Source: an optimization exercise on an open RTL-to-GDS flow (aim: small area, a short achievable clock period and few clock cycles). Production flows keep margins and buffers that such runs may drop.
Where RTL was checked, it was by simulation tests only, not by an equivalence proof against the original.

==> v22: inputs <==
==> flow/design.v <==
module relay_rx (
    input  wire       clk,
    input  wire       rst,
    input  wire       in_valid,
    input  wire [7:0] in_data,
    output wire       in_ready,
    input  wire [7:0] target,
    output wire       frame_ready,
    output wire [7:0] frame_id,
    output wire [7:0] frame_len,
    input  wire [7:0] rd_addr,
    output wire [7:0] rd_data,
    input  wire       frame_release,
    output reg        err_valid,
    output reg  [3:0] err_cause
);
    localparam [7:0] START_MARK = 8'h02;
    localparam [7:0] END_MARK   = 8'h03;
    localparam [7:0] ESC_MARK   = 8'h1B;
    localparam [7:0] ESC_START  = 8'h30;
    localparam [7:0] ESC_END    = 8'h31;
    localparam [7:0] ESC_ESC    = 8'h32;
    localparam [7:0] BIAS       = 8'h20;
    localparam [7:0] LEN_MIN    = 8'd6;
    localparam [7:0] LEN_MAX    = 8'd150;
    localparam [7:0] N_SLAVES   = 8'd32;
    localparam [7:0] ID_OFFSET  = 8'd100;
    localparam       PAY_MAX    = 145;      
    localparam [3:0] E_BAD_ID      = 4'd1;
    localparam [3:0] E_BAD_LEN     = 4'd2;
    localparam [3:0] E_ILLEGAL_ESC = 4'd4;
    localparam [3:0] E_RAW_MARKER  = 4'd5;
    localparam [3:0] E_ESC_AT_END  = 4'd6;
    localparam [3:0] E_BAD_END     = 4'd7;
    localparam [3:0] E_BAD_NIBBLE  = 4'd8;
    localparam [3:0] E_CRC         = 4'd9;
    localparam [3:0] E_NOT_ADDR    = 4'd10;
    localparam [2:0] S_START = 3'd0;
    localparam [2:0] S_ID    = 3'd1;
    localparam [2:0] S_LEN   = 3'd2;
    localparam [2:0] S_PAY   = 3'd3;
    localparam [2:0] S_CRC   = 3'd4;
    localparam [2:0] S_END   = 3'd5;
    localparam [2:0] S_DONE  = 3'd6;
    function [15:0] crc_update;
        input [15:0] c;
        input [7:0]  b;
        integer k;
        reg [15:0] t;
        begin
            t = c ^ {8'h00, b};
            for (k = 0; k < 8; k = k + 1)
                t = t[0] ? ((t >> 1) ^ 16'hA001) : (t >> 1);
            crc_update = t;
        end
    endfunction
    reg [7:0]  pay_buf [0:PAY_MAX-1];
    reg [2:0]  state;
    reg [7:0]  wptr;        
    reg [7:0]  remaining;   
    reg        esc_pend;
    reg [15:0] crc;
    reg        nib_bad;
    reg        crc_bad;
    reg [7:0]  fid;
    wire accept = in_valid;
    assign in_ready    = 1'b1;
    assign frame_ready = (state == S_DONE);
    assign frame_id    = fid;
    assign frame_len   = wptr;
    wire [15:0] rd_lo;
    wire [9:0]  rd_hi;
    relay_rx_dec u_dec (.a(rd_addr), .lo(rd_lo), .hi(rd_hi));
    genvar gb, gg, gj;
    generate
        for (gb = 0; gb < 8; gb = gb + 1) begin : g_bit
            wire [9:0] grp;
            for (gg = 0; gg < 9; gg = gg + 1) begin : g_grp
                wire [15:0] d;
                for (gj = 0; gj < 16; gj = gj + 1) begin : g_d
                    assign d[gj] = pay_buf[16 * gg + gj][gb];
                end
                relay_rx_sel16 u_sel (.sel(rd_lo), .d(d), .y(grp[gg]));
            end
            relay_rx_sel1 u_sel144 (.sel(rd_lo[0]), .d(pay_buf[144][gb]), .y(grp[9]));
            relay_rx_sel10 u_fin (.sel(rd_hi), .d(grp), .y(rd_data[gb]));
        end
    endgenerate
    wire [7:0] in_v  = in_data - BIAS;
    wire       id_ok = ((in_v >= 8'd1) && (in_v <= N_SLAVES)) ||
                       ((in_v >= ID_OFFSET + 8'd1) && (in_v <= ID_OFFSET + N_SLAVES));
    wire       len_ok = (in_v >= LEN_MIN) && (in_v <= LEN_MAX);
    reg  [7:0] unstuffed;
    always @(*) begin
        if (!esc_pend)
            unstuffed = in_data;
        else if (in_data == ESC_START)
            unstuffed = START_MARK;
        else if (in_data == ESC_END)
            unstuffed = END_MARK;
        else
            unstuffed = ESC_MARK;
    end
    reg  [3:0] crc_nib;
    always @(*) begin
        case (remaining[1:0])
            2'd0: crc_nib = crc[15:12];
            2'd1: crc_nib = crc[11:8];
            2'd2: crc_nib = crc[7:4];
            default: crc_nib = crc[3:0];
        endcase
    end
    wire addressed = (target >= 8'd1) && (target <= N_SLAVES) &&
                     (fid == target + ID_OFFSET);
    integer i;
    always @(posedge clk) begin
        for (i = 0; i < PAY_MAX; i = i + 1)
            if (wptr == i)
                pay_buf[i] <= unstuffed;
    end
    task raise_error;
        input [3:0] cause;
        begin
            err_valid <= 1'b1;
            err_cause <= cause;
            state     <= S_START;
        end
    endtask
    always @(posedge clk) begin
        if (rst) begin
            state     <= S_START;
            wptr      <= 8'd0;
            remaining <= 8'd0;
            esc_pend  <= 1'b0;
            crc       <= 16'h0000;
            nib_bad   <= 1'b0;
            crc_bad   <= 1'b0;
            fid       <= 8'd0;
            err_valid <= 1'b0;
            err_cause <= 4'd0;
        end else begin
            err_valid <= 1'b0;
            if (accept) begin
                case (state)
                    S_START: if (in_data == START_MARK)
                        state <= S_ID;
                    S_ID: begin
                        fid <= in_v;
                        crc <= crc_update(16'h0000, in_data);
                        if (!id_ok)
                            raise_error(E_BAD_ID);
                        else
                            state <= S_LEN;
                    end
                    S_LEN: begin
                        crc       <= crc_update(crc, in_data);
                        remaining <= in_v - 8'd5;
                        esc_pend  <= 1'b0;
                        wptr      <= 8'd0;
                        if (!len_ok)
                            raise_error(E_BAD_LEN);
                        else
                            state <= S_PAY;
                    end
                    S_PAY: begin
                        remaining <= remaining - 8'd1;
                        if (esc_pend) begin
                            if (in_data != ESC_START && in_data != ESC_END && in_data != ESC_ESC)
                                raise_error(E_ILLEGAL_ESC);
                            else begin
                                esc_pend <= 1'b0;
                                crc      <= crc_update(crc, unstuffed);
                                wptr     <= wptr + 8'd1;
                                if (remaining == 8'd1)
                                    state <= S_CRC;
                            end
                        end else if (in_data == ESC_MARK) begin
                            esc_pend <= 1'b1;
                            if (remaining == 8'd1)
                                raise_error(E_ESC_AT_END);
                        end else if (in_data == START_MARK || in_data == END_MARK) begin
                            raise_error(E_RAW_MARKER);
                        end else begin
                            crc  <= crc_update(crc, unstuffed);
                            wptr <= wptr + 8'd1;
                            if (remaining == 8'd1)
                                state <= S_CRC;
                        end
                        nib_bad <= 1'b0;
                        crc_bad <= 1'b0;
                    end
                    S_CRC: begin
                        remaining <= remaining + 8'd1;
                        if (in_data[7:4] != 4'h2)
                            nib_bad <= 1'b1;
                        if (in_data[3:0] != crc_nib)
                            crc_bad <= 1'b1;
                        if (remaining[1:0] == 2'd3)
                            state <= S_END;
                    end
                    S_END: begin
                        if (in_data != END_MARK)
                            raise_error(E_BAD_END);
                        else if (nib_bad)
                            raise_error(E_BAD_NIBBLE);
                        else if (crc_bad)
                            raise_error(E_CRC);
                        else if (!addressed)
                            raise_error(E_NOT_ADDR);
                        else
                            state <= S_DONE;
                    end
                    S_DONE: ;
                    default: state <= S_START;
                endcase
            end
            if (state == S_DONE && frame_release)
                state <= S_START;
        end
    end
endmodule
module relay_rx_dec (
    input  wire [7:0]  a,
    output wire [15:0] lo,
    output wire [9:0]  hi
);
    assign lo = 16'd1 << a[3:0];
    wire [15:0] h = 16'd1 << a[7:4];
    assign hi = h[9:0];
endmodule
module relay_rx_sel16 (
    input  wire [15:0] sel,
    input  wire [15:0] d,
    output wire        y
);
    assign y = |(sel & d);
endmodule
module relay_rx_sel10 (
    input  wire [9:0] sel,
    input  wire [9:0] d,
    output wire       y
);
    assign y = |(sel & d);
endmodule
module relay_rx_sel1 (
    input  wire sel,
    input  wire d,
    output wire y
);
    assign y = sel & d;
endmodule
==> flow/run.sh <==
#!/bin/bash
# synth_recipe.tcl (not shown) runs the flow's synth.tcl, then flattens the netlist and writes it again
# the make line also repeats each setting of config.mk as NAME=value (left out here)
make -C /OpenROAD-flow-scripts/flow DESIGN_CONFIG=/design/flow/config.mk WORK_HOME=/design/flow/orfs CLKGATE_MAP_FILE= SYNTH_SCRIPT=/design/flow/synth_recipe.tcl finish
==> flow/config.mk <==
export PLATFORM = sky130hd
export DESIGN_NAME = relay_rx
export DESIGN_NICKNAME = relay_rx
export VERILOG_FILES = /design/flow/design.v
export SDC_FILE = /design/flow/constraint.sdc
export NUM_CORES = 4
export LEC_CHECK = 0
export CAP_MARGIN = 20
export CORE_MARGIN = 2
export CORE_UTILIZATION = 55
export CTS_BUF_LIST = sky130_fd_sc_hd__clkbuf_8 sky130_fd_sc_hd__clkbuf_16
export CTS_CLUSTER_DIAMETER = 80
export CTS_CLUSTER_SIZE = 30
export PLACE_DENSITY = 0.7
export SETUP_SLACK_MARGIN = 5
export SLEW_MARGIN = 20
export SYNTH_HIERARCHICAL = 1
export SYNTH_MINIMUM_KEEP_SIZE = 0
==> flow/constraint.sdc <==
create_clock -name core_clock -period 10.0 [get_ports {clk}]
set_input_delay 2.0000 -clock core_clock [delete_from_list [all_inputs] [get_ports {clk}]]
set_output_delay 2.0000 -clock core_clock [all_outputs]
set_load 0.01 [all_outputs]
==> inputs of v14, as changes to v22 <==
--- a/flow/design.v
+++ b/flow/design.v
@@ -56,3 +56,4 @@
     endfunction
-    reg [7:0]  pay_buf [0:PAY_MAX-1];
+    reg  [8*PAY_MAX-1:0] pay_q;
+    wire [8*PAY_MAX-1:0] pay_d;
     reg [2:0]  state;
@@ -70,5 +71,20 @@
     assign frame_len   = wptr;
-    wire [15:0] rd_lo;
+    wire [3:0]  rd_a_n;
+    wire [3:0]  rd_p01, rd_p23;
+    wire [15:0] rd_lo_n;
     wire [9:0]  rd_hi;
-    relay_rx_dec u_dec (.a(rd_addr), .lo(rd_lo), .hi(rd_hi));
+    genvar gd;
+    generate
+        for (gd = 0; gd < 4; gd = gd + 1) begin : g_dec
+            relay_rx_inv u_inv (.a(rd_addr[gd]), .y(rd_a_n[gd]));
+            relay_rx_nor2 u_p01 (.a(gd[0] ? rd_a_n[0] : rd_addr[0]),
+                                 .b(gd[1] ? rd_a_n[1] : rd_addr[1]), .y(rd_p01[gd]));
+            relay_rx_nor2 u_p23 (.a(gd[0] ? rd_a_n[2] : rd_addr[2]),
+                                 .b(gd[1] ? rd_a_n[3] : rd_addr[3]), .y(rd_p23[gd]));
+        end
+        for (gd = 0; gd < 16; gd = gd + 1) begin : g_lo
+            relay_rx_nand2 u_lo (.a(rd_p01[gd % 4]), .b(rd_p23[gd / 4]), .y(rd_lo_n[gd]));
+        end
+    endgenerate
+    relay_rx_dec u_dec (.a(rd_addr[7:4]), .hi(rd_hi));
     genvar gb, gg, gj;
@@ -76,12 +92,27 @@
         for (gb = 0; gb < 8; gb = gb + 1) begin : g_bit
-            wire [9:0] grp;
+            wire [9:0] m;       
+            wire [2:0] q;       
             for (gg = 0; gg < 9; gg = gg + 1) begin : g_grp
-                wire [15:0] d;
-                for (gj = 0; gj < 16; gj = gj + 1) begin : g_d
-                    assign d[gj] = pay_buf[16 * gg + gj][gb];
+                wire [7:0] x;   
+                wire [3:0] n;   
+                wire       p;   
+                for (gj = 0; gj < 8; gj = gj + 1) begin : g_pair
+                    relay_rx_oai22 u_oai (
+                        .a1(rd_lo_n[2 * gj]),     .a2(pay_q[8 * (16 * gg + 2 * gj) + gb]),
+                        .b1(rd_lo_n[2 * gj + 1]), .b2(pay_q[8 * (16 * gg + 2 * gj + 1) + gb]),
+                        .y(x[gj]));
                 end
-                relay_rx_sel16 u_sel (.sel(rd_lo), .d(d), .y(grp[gg]));
+                for (gj = 0; gj < 4; gj = gj + 1) begin : g_nor
+                    relay_rx_nor2 u_nor (.a(x[2 * gj]), .b(x[2 * gj + 1]), .y(n[gj]));
+                end
+                relay_rx_nand4 u_p (.a(n[0]), .b(n[1]), .c(n[2]), .d(n[3]), .y(p));
+                relay_rx_nand2 u_g (.a(rd_hi[gg]), .b(p), .y(m[gg]));
             end
-            relay_rx_sel1 u_sel144 (.sel(rd_lo[0]), .d(pay_buf[144][gb]), .y(grp[9]));
-            relay_rx_sel10 u_fin (.sel(rd_hi), .d(grp), .y(rd_data[gb]));
+            wire t144;
+            relay_rx_nor2 u_t144 (.a(rd_lo_n[0]), .b(pay_q[8 * 144 + gb]), .y(t144));
+            relay_rx_nand2 u_144 (.a(rd_hi[9]), .b(t144), .y(m[9]));
+            relay_rx_and4 u_q0 (.a(m[0]), .b(m[1]), .c(m[2]), .d(m[3]), .y(q[0]));
+            relay_rx_and4 u_q1 (.a(m[4]), .b(m[5]), .c(m[6]), .d(m[7]), .y(q[1]));
+            relay_rx_and2 u_q2 (.a(m[8]), .b(m[9]), .y(q[2]));
+            relay_rx_nand3 u_out (.a(q[0]), .b(q[1]), .c(q[2]), .y(rd_data[gb]));
         end
@@ -112,10 +143,18 @@
     end
+    wire [15:0] crc_next = crc_update((state == S_ID) ? 16'h0000 : crc, unstuffed);
     wire addressed = (target >= 8'd1) && (target <= N_SLAVES) &&
                      (fid == target + ID_OFFSET);
-    integer i;
-    always @(posedge clk) begin
-        for (i = 0; i < PAY_MAX; i = i + 1)
-            if (wptr == i)
-                pay_buf[i] <= unstuffed;
-    end
+    genvar gk, gw;
+    generate
+        for (gk = 0; gk < PAY_MAX; gk = gk + 1) begin : g_slot
+            wire we  = (wptr == gk);
+            wire nwe = ~we;
+            for (gw = 0; gw < 8; gw = gw + 1) begin : g_wbit
+                relay_rx_hold u_hold (.e(we), .ne(nwe), .d(~unstuffed[gw]),
+                                      .q(pay_q[8 * gk + gw]), .y(pay_d[8 * gk + gw]));
+            end
+        end
+    endgenerate
+    always @(posedge clk)
+        pay_q <= pay_d;
     task raise_error;
@@ -142,2 +181,4 @@
             err_valid <= 1'b0;
+            if (state == S_START)
+                esc_pend <= 1'b0;
             if (accept) begin
@@ -148,3 +189,3 @@
                         fid <= in_v;
-                        crc <= crc_update(16'h0000, in_data);
+                        crc <= crc_next;
                         if (!id_ok)
@@ -155,3 +196,3 @@
                     S_LEN: begin
-                        crc       <= crc_update(crc, in_data);
+                        crc       <= crc_next;
                         remaining <= in_v - 8'd5;
@@ -171,3 +212,3 @@
                                 esc_pend <= 1'b0;
-                                crc      <= crc_update(crc, unstuffed);
+                                crc      <= crc_next;
                                 wptr     <= wptr + 8'd1;
@@ -183,3 +224,3 @@
                         end else begin
-                            crc  <= crc_update(crc, unstuffed);
+                            crc  <= crc_next;
                             wptr <= wptr + 8'd1;
@@ -192,3 +233,3 @@
                     S_CRC: begin
-                        remaining <= remaining + 8'd1;
+                        remaining[1:0] <= remaining[1:0] + 2'd1;
                         if (in_data[7:4] != 4'h2)
@@ -222,30 +263,61 @@
 module relay_rx_dec (
-    input  wire [7:0]  a,
-    output wire [15:0] lo,
-    output wire [9:0]  hi
-);
-    assign lo = 16'd1 << a[3:0];
-    wire [15:0] h = 16'd1 << a[7:4];
+    input  wire [3:0] a,
+    output wire [9:0] hi
+);
+    wire [15:0] h = 16'd1 << a;
     assign hi = h[9:0];
 endmodule
-module relay_rx_sel16 (
-    input  wire [15:0] sel,
-    input  wire [15:0] d,
-    output wire        y
-);
-    assign y = |(sel & d);
-endmodule
-module relay_rx_sel10 (
-    input  wire [9:0] sel,
-    input  wire [9:0] d,
-    output wire       y
-);
-    assign y = |(sel & d);
-endmodule
-module relay_rx_sel1 (
-    input  wire sel,
-    input  wire d,
-    output wire y
-);
-    assign y = sel & d;
-endmodule
+module relay_rx_inv (
+    input  wire a,
+    output wire y
+);
+    assign y = ~a;
+endmodule
+module relay_rx_hold (
+    input  wire e, ne, d, q,
+    output wire y
+);
+    assign y = (e & d) | (ne & q);
+endmodule
+module relay_rx_nand3 (
+    input  wire a, b, c,
+    output wire y
+);
+    assign y = ~(a & b & c);
+endmodule
+module relay_rx_nand2 (
+    input  wire a, b,
+    output wire y
+);
+    assign y = ~(a & b);
+endmodule
+module relay_rx_and4 (
+    input  wire a, b, c, d,
+    output wire y
+);
+    assign y = a & b & c & d;
+endmodule
+module relay_rx_and2 (
+    input  wire a, b,
+    output wire y
+);
+    assign y = a & b;
+endmodule
+module relay_rx_oai22 (
+    input  wire a1, a2, b1, b2,
+    output wire y
+);
+    assign y = ~((a1 | a2) & (b1 | b2));
+endmodule
+module relay_rx_nand4 (
+    input  wire a, b, c, d,
+    output wire y
+);
+    assign y = ~(a & b & c & d);
+endmodule
+module relay_rx_nor2 (
+    input  wire a, b,
+    output wire y
+);
+    assign y = ~(a | b);
+endmodule
SETUP_SLACK_MARGIN = 4.5   (was 5)
==> inputs of v6, as changes to v22 <==
--- a/flow/design.v
+++ b/flow/design.v
@@ -76,12 +76,24 @@
         for (gb = 0; gb < 8; gb = gb + 1) begin : g_bit
-            wire [9:0] grp;
+            wire [9:0] m;       
+            wire [2:0] q;
             for (gg = 0; gg < 9; gg = gg + 1) begin : g_grp
-                wire [15:0] d;
-                for (gj = 0; gj < 16; gj = gj + 1) begin : g_d
-                    assign d[gj] = pay_buf[16 * gg + gj][gb];
+                wire [5:0] n;   
+                wire [1:0] p;   
+                for (gj = 0; gj < 5; gj = gj + 1) begin : g_tri
+                    relay_rx_aoi222 u_aoi (
+                        .a1(rd_lo[3 * gj]),     .a2(pay_buf[16 * gg + 3 * gj][gb]),
+                        .b1(rd_lo[3 * gj + 1]), .b2(pay_buf[16 * gg + 3 * gj + 1][gb]),
+                        .c1(rd_lo[3 * gj + 2]), .c2(pay_buf[16 * gg + 3 * gj + 2][gb]),
+                        .y(n[gj]));
                 end
-                relay_rx_sel16 u_sel (.sel(rd_lo), .d(d), .y(grp[gg]));
+                relay_rx_nand2 u_15 (.a(rd_lo[15]), .b(pay_buf[16 * gg + 15][gb]), .y(n[5]));
+                relay_rx_nand3 u_p0 (.a(n[0]), .b(n[1]), .c(n[2]), .y(p[0]));
+                relay_rx_nand3 u_p1 (.a(n[3]), .b(n[4]), .c(n[5]), .y(p[1]));
+                relay_rx_oai21 u_g (.a1(p[0]), .a2(p[1]), .b1(rd_hi[gg]), .y(m[gg]));
             end
-            relay_rx_sel1 u_sel144 (.sel(rd_lo[0]), .d(pay_buf[144][gb]), .y(grp[9]));
-            relay_rx_sel10 u_fin (.sel(rd_hi), .d(grp), .y(rd_data[gb]));
+            relay_rx_nand3 u_144 (.a(rd_hi[9]), .b(rd_lo[0]), .c(pay_buf[144][gb]), .y(m[9]));
+            relay_rx_nand4 u_q0 (.a(m[0]), .b(m[1]), .c(m[2]), .d(m[3]), .y(q[0]));
+            relay_rx_nand4 u_q1 (.a(m[4]), .b(m[5]), .c(m[6]), .d(m[7]), .y(q[1]));
+            relay_rx_nand2 u_q2 (.a(m[8]), .b(m[9]), .y(q[2]));
+            relay_rx_or3 u_out (.a(q[0]), .b(q[1]), .c(q[2]), .y(rd_data[gb]));
         end
@@ -192,3 +204,3 @@
                     S_CRC: begin
-                        remaining <= remaining + 8'd1;
+                        remaining[1:0] <= remaining[1:0] + 2'd1;
                         if (in_data[7:4] != 4'h2)
@@ -230,22 +242,37 @@
 endmodule
-module relay_rx_sel16 (
-    input  wire [15:0] sel,
-    input  wire [15:0] d,
-    output wire        y
-);
-    assign y = |(sel & d);
-endmodule
-module relay_rx_sel10 (
-    input  wire [9:0] sel,
-    input  wire [9:0] d,
-    output wire       y
-);
-    assign y = |(sel & d);
-endmodule
-module relay_rx_sel1 (
-    input  wire sel,
-    input  wire d,
-    output wire y
-);
-    assign y = sel & d;
-endmodule
+module relay_rx_aoi222 (
+    input  wire a1, a2, b1, b2, c1, c2,
+    output wire y
+);
+    assign y = ~((a1 & a2) | (b1 & b2) | (c1 & c2));
+endmodule
+module relay_rx_oai21 (
+    input  wire a1, a2, b1,
+    output wire y
+);
+    assign y = ~((a1 | a2) & b1);
+endmodule
+module relay_rx_nand4 (
+    input  wire a, b, c, d,
+    output wire y
+);
+    assign y = ~(a & b & c & d);
+endmodule
+module relay_rx_nand3 (
+    input  wire a, b, c,
+    output wire y
+);
+    assign y = ~(a & b & c);
+endmodule
+module relay_rx_nand2 (
+    input  wire a, b,
+    output wire y
+);
+    assign y = ~(a & b);
+endmodule
+module relay_rx_or3 (
+    input  wire a, b, c,
+    output wire y
+);
+    assign y = a | b | c;
+endmodule
==> comparison <==
Between v6 and v14, the lower clock-buffer cell count is in v6 (gap 1). Register-to-register slack: v14 is worse than v6 (400 ps). Between v14 and v6, the lower clock skew is in v14 (gap 11 ps). Wire length, lowest first: v22, v6, v14.
Testbench counts of v22, summed over its fixed seeds: cycles 25,166.
No functional check of the RTL was part of v14 and v6.

port drivers added, routing unchanged:
Ports are ideal in the flow. The routed layouts listed here were re-timed in OpenROAD. Step 1 assumes that a clkbuf_16 drives the clock port and a buf_2 every other input. Step 2 adds t to the input delays and takes it off the output delays; t is the mean of the earliest and latest rising clock arrival at the registers after step 1. Input paths then give back, and output paths get back, about the clock's delay inside the block. Slacks: ideal / step 1 / step 2; pairs: ideal / step 1.
run	t, ns	setup WS [ns]	cell pins on the clock port's net
v22	0.717	3.562 / 3.318 / 3.318	1
v14	0.734	3.673 / 3.623 / 3.623	1
v6	0.715	3.376 / 3.092 / 3.092	1
After both steps setup and hold are still met in every run listed. The setup slack of v6, which loses most, moves by -0.284 ns with the drivers and by -0.284 ns with both steps.
